Source: an optimization exercise on an open RTL-to-GDS flow (aim: small area, a short achievable clock period and few clock cycles). Production flows keep margins and buffers that such runs may drop. Function was checked by simulation only, so behaviour that the tests miss may differ from the original. Power is estimated from default activity; no workload was simulated.

## P
## wzwave_fbs
module wzwave_fbs (
    input  wire        clk,
    input  wire        rst,
    input  wire        in_valid,
    input  wire [7:0]  in_data,
    output wire        in_ready,
    output wire        out_valid,
    input  wire        out_ready,
    output wire        out_hdr,
    output wire        out_last,
    output wire [3:0]  out_type,
    output wire [71:0] out_data
);
clock: 10.0 ns
lec_check: 0
cap_margin: 20
core_margin: 2
core_utilization: 40
slew_margin: 20
synth_hierarchical: 1
standard.sh (not shown) runs the stock make flow with config.mk's settings and CLKGATE_MAP_FILE= SYNTH_SCRIPT=/design/flow/synth_recipe.tcl, a recipe that flattens the netlist after the stock synthesis.
==> flow/flow/run.sh <==
#!/bin/bash
# The standard layout (the standard.sh: ORFS synthesis through finish) with a
# tighter timing-repair target: repair_timing aims at a setup slack of
# SETUP_SLACK_MARGIN ns at the design's clock period, may resize cells across
# footprints, and the port buffers start out as buf_4 cells.
set -euo pipefail
bash standard.sh SETUP_SLACK_MARGIN=6.6 MATCH_CELL_FOOTPRINT=0 \
    "BUFFER_PORTS_ARGS=-buffer_cell sky130_fd_sc_hd__buf_4" finish > standard.log 2>&1
P went all the way through the flow, and no timing, DRC or antenna check failed.
Testbench counts of P, summed over its fixed seeds: cycles 31,867.
Inputs modified between P and Q:
- putting CTS_CLUSTER_SIZE at 32 where nothing was set
- putting CTS_CLUSTER_DIAMETER at 80 where nothing was set
## What came out
Compared with P, Q ends up with less cell area.
Going from P to Q, via total after detailed routing went down about 2.7%; wire length now smaller; global-route usage shows a reduction of 0.43 points; post-route total power went down.

---

wzwave_fbs, a different RTL version from the one above (not shown whole).
Size: about 5400 cells after synthesis, roughly 2600 flip-flops.
Settings: LEC_CHECK=0, CAP_MARGIN=20, CORE_MARGIN=2, CORE_UTILIZATION=60, CTS_CLUSTER_DIAMETER=60, CTS_CLUSTER_SIZE=24, SLEW_MARGIN=20, SYNTH_HIERARCHICAL=1; clock period 10.0 ns.
Scripts as last shown in full above: flow/flow/run.sh
Testbench counts at the start, summed over its fixed seeds: cycles 31,867.
Rerun with:
--- a/flow/config.mk
+++ b/flow/config.mk
@@ -7,5 +7,6 @@
 export LEC_CHECK = 0
+export ABC_AREA = 1
 export CAP_MARGIN = 20
 export CORE_MARGIN = 2
-export CORE_UTILIZATION = 60
+export CORE_UTILIZATION = 40
 export CTS_CLUSTER_DIAMETER = 60
- The changed run passed the timing, DRC and antenna checks
- register-to-register slack is better by 0.12 ns
- setup slack degrades by 0.0070 ns
- cell count grows by 48%
- clock skew fell by 0.0040 ns
- die area rose by 55%
- clock-buffer cell count came out lower by 5
- via count rose by 29%
Rerun with:
--- a/flow/config.mk
+++ b/flow/config.mk
@@ -7,3 +7,2 @@
 export LEC_CHECK = 0
-export ABC_AREA = 1
 export CAP_MARGIN = 20
The new run went through all stages and came out clean.
Wire length drops by 13%.
Synthesized area drops by 3.6%.
First-iteration DRC count drops by 16%.

---

== wip/umber ==
Another version of the RTL of wzwave_fbs (not shown whole).
For scale: about 5,300 cells after synthesis, about 2,500 flip-flops, about 92 I/O pins, ~77,000 um2 of cells after synthesis.
==> flow/config.mk <==
export PLATFORM = sky130hd
export DESIGN_NAME = wzwave_fbs
export DESIGN_NICKNAME = wzwave_fbs
export VERILOG_FILES = /design/flow/design.v
export SDC_FILE = /design/flow/constraint.sdc
export NUM_CORES = 4
export LEC_CHECK = 0
export CAP_MARGIN = 20
export CORE_MARGIN = 2
export CORE_UTILIZATION = 40
export CTS_CLUSTER_DIAMETER = 60
export CTS_CLUSTER_SIZE = 24
export SLEW_MARGIN = 20
export SYNTH_HIERARCHICAL = 1
export TNS_END_PERCENT = 10
==> flow/constraint.sdc <==
create_clock -name core_clock -period 10.0 [get_ports {clk}]
set_input_delay 2.0000 -clock core_clock [delete_from_list [all_inputs] [get_ports {clk}]]
set_output_delay 2.0000 -clock core_clock [all_outputs]
set_load 0.01 [all_outputs]
==> flow/flow/run.sh <==
#!/bin/bash
# The standard layout (the standard.sh: ORFS synthesis through finish) with a
# tighter timing-repair target: repair_timing aims at a setup slack of
# SETUP_SLACK_MARGIN ns at the design's clock period, may resize cells across
# footprints, and the port buffers start out as buf_4 cells.
set -euo pipefail
bash standard.sh SETUP_SLACK_MARGIN=7.0 MATCH_CELL_FOOTPRINT=0 \
    "BUFFER_PORTS_ARGS=-buffer_cell sky130_fd_sc_hd__buf_4" finish > standard.log 2>&1
In summary, wip/umber completed successfully, with a layout that passed the timing, DRC and antenna checks.
Testbench counts of wip/umber, summed over its fixed seeds: cycles 31,867.
What wip/cedar does differently from wip/umber at the input level:
- TNS_END_PERCENT no longer set, was 10
- CTS_CLUSTER_DIAMETER now 40, was 60
- CTS_CLUSTER_SIZE now 20, was 24
--- a/flow/flow/run.sh
+++ b/flow/flow/run.sh
@@ -5,4 +5,4 @@
 # footprints, and the port buffers start out as buf_4 cells.
 set -euo pipefail
-bash standard.sh SETUP_SLACK_MARGIN=7.0 MATCH_CELL_FOOTPRINT=0 \
+bash standard.sh SETUP_SLACK_MARGIN=6.8 MATCH_CELL_FOOTPRINT=0 \
     "BUFFER_PORTS_ARGS=-buffer_cell sky130_fd_sc_hd__buf_4" finish > standard.log 2>&1
## What came out
Measured against wip/umber, the number of clock buffers in the layout of wip/cedar comes out at 1.6 times the reference value. wip/cedar: combinational share of power 2.8 points below wip/umber. wip/cedar vs. wip/umber: detailed-route vias per instance decreased 1.0%; sequential share of layout area decreased 3.1 points; global-route wire length before repair increased 6600 um. Overall power of the completed layout grows by more than 10% when moving from wip/umber to wip/cedar. Between wip/umber and wip/cedar, the flow reports layout net count increasing by a few percent.
Changes in wip/nickel relative to wip/cedar:
- an added TNS_END_PERCENT of 50
- a change of CTS_CLUSTER_DIAMETER from 40 to 60
- a change of CTS_CLUSTER_SIZE from 20 to 24
==> comparison <==
wip/nickel: all stages complete, timing, DRC and antenna checks passed
Looking at via count, wip/nickel sits 899 below wip/cedar.
Summary of wip/nickel over wip/cedar: multi-input combinational gate total comparable; design area saw a decrease; mean number of vias per cell rose 0.59%.
Here is what was changed in the inputs of wip/lagoon compared with wip/nickel.
- a change of TNS_END_PERCENT from 50 to 5
[summary]
- On wip/lagoon: final worst slack is 0.037 ns lower than what wip/nickel gave.
- As of wip/lagoon, number of gates given a new drive strength after cts had fallen by more than 10% compared to wip/nickel.
- Going from wip/nickel to wip/lagoon, total power grows by 0.76%.

==> re-timing with driven ports <==
No port has a modelled driver above. Below, the same layouts with a new extraction and two added sets of constraints. Step 1, drivers: a clkbuf_16 drives clk and a buf_2 each remaining input, both assumed. Step 2, shift: input delay + t, output delay - t, t = (earliest + latest rising clock arrival at the registers) / 2. This alone moves slack from input paths to output paths. a / b / c = ideal ports / drivers / drivers and shift; a / b = the first two.
run | shift t [ns] | setup WS [ns] | worst setup path after step 2
P | 0.912 | 6.573 / 6.489 / 5.867 | input to register
Q | 0.855 | 6.571 / 6.489 / 5.939 | input to register
the first run of note 2 | 0.860 | 6.520 / 6.520 / 6.044 | input to register
the second run of note 2 | 0.878 | 6.513 / 6.433 / 5.944 | input to register
the third run of note 2 | 0.877 | 6.571 / 6.491 / 5.904 | input to register
wip/umber | 0.882 | 6.543 / 6.465 / 5.753 | input to register
wip/cedar | 0.921 | 6.431 / 6.350 / 6.154 | input to register
wip/nickel | 0.872 | 6.548 / 6.466 / 6.170 | input to register
wip/lagoon | 0.889 | 6.511 / 6.432 / 5.949 | input to register
After both steps every run listed still meets setup and hold. For wip/umber, which loses most, drivers alone change the setup slack by -0.078 ns; drivers and shift together by -0.790 ns.
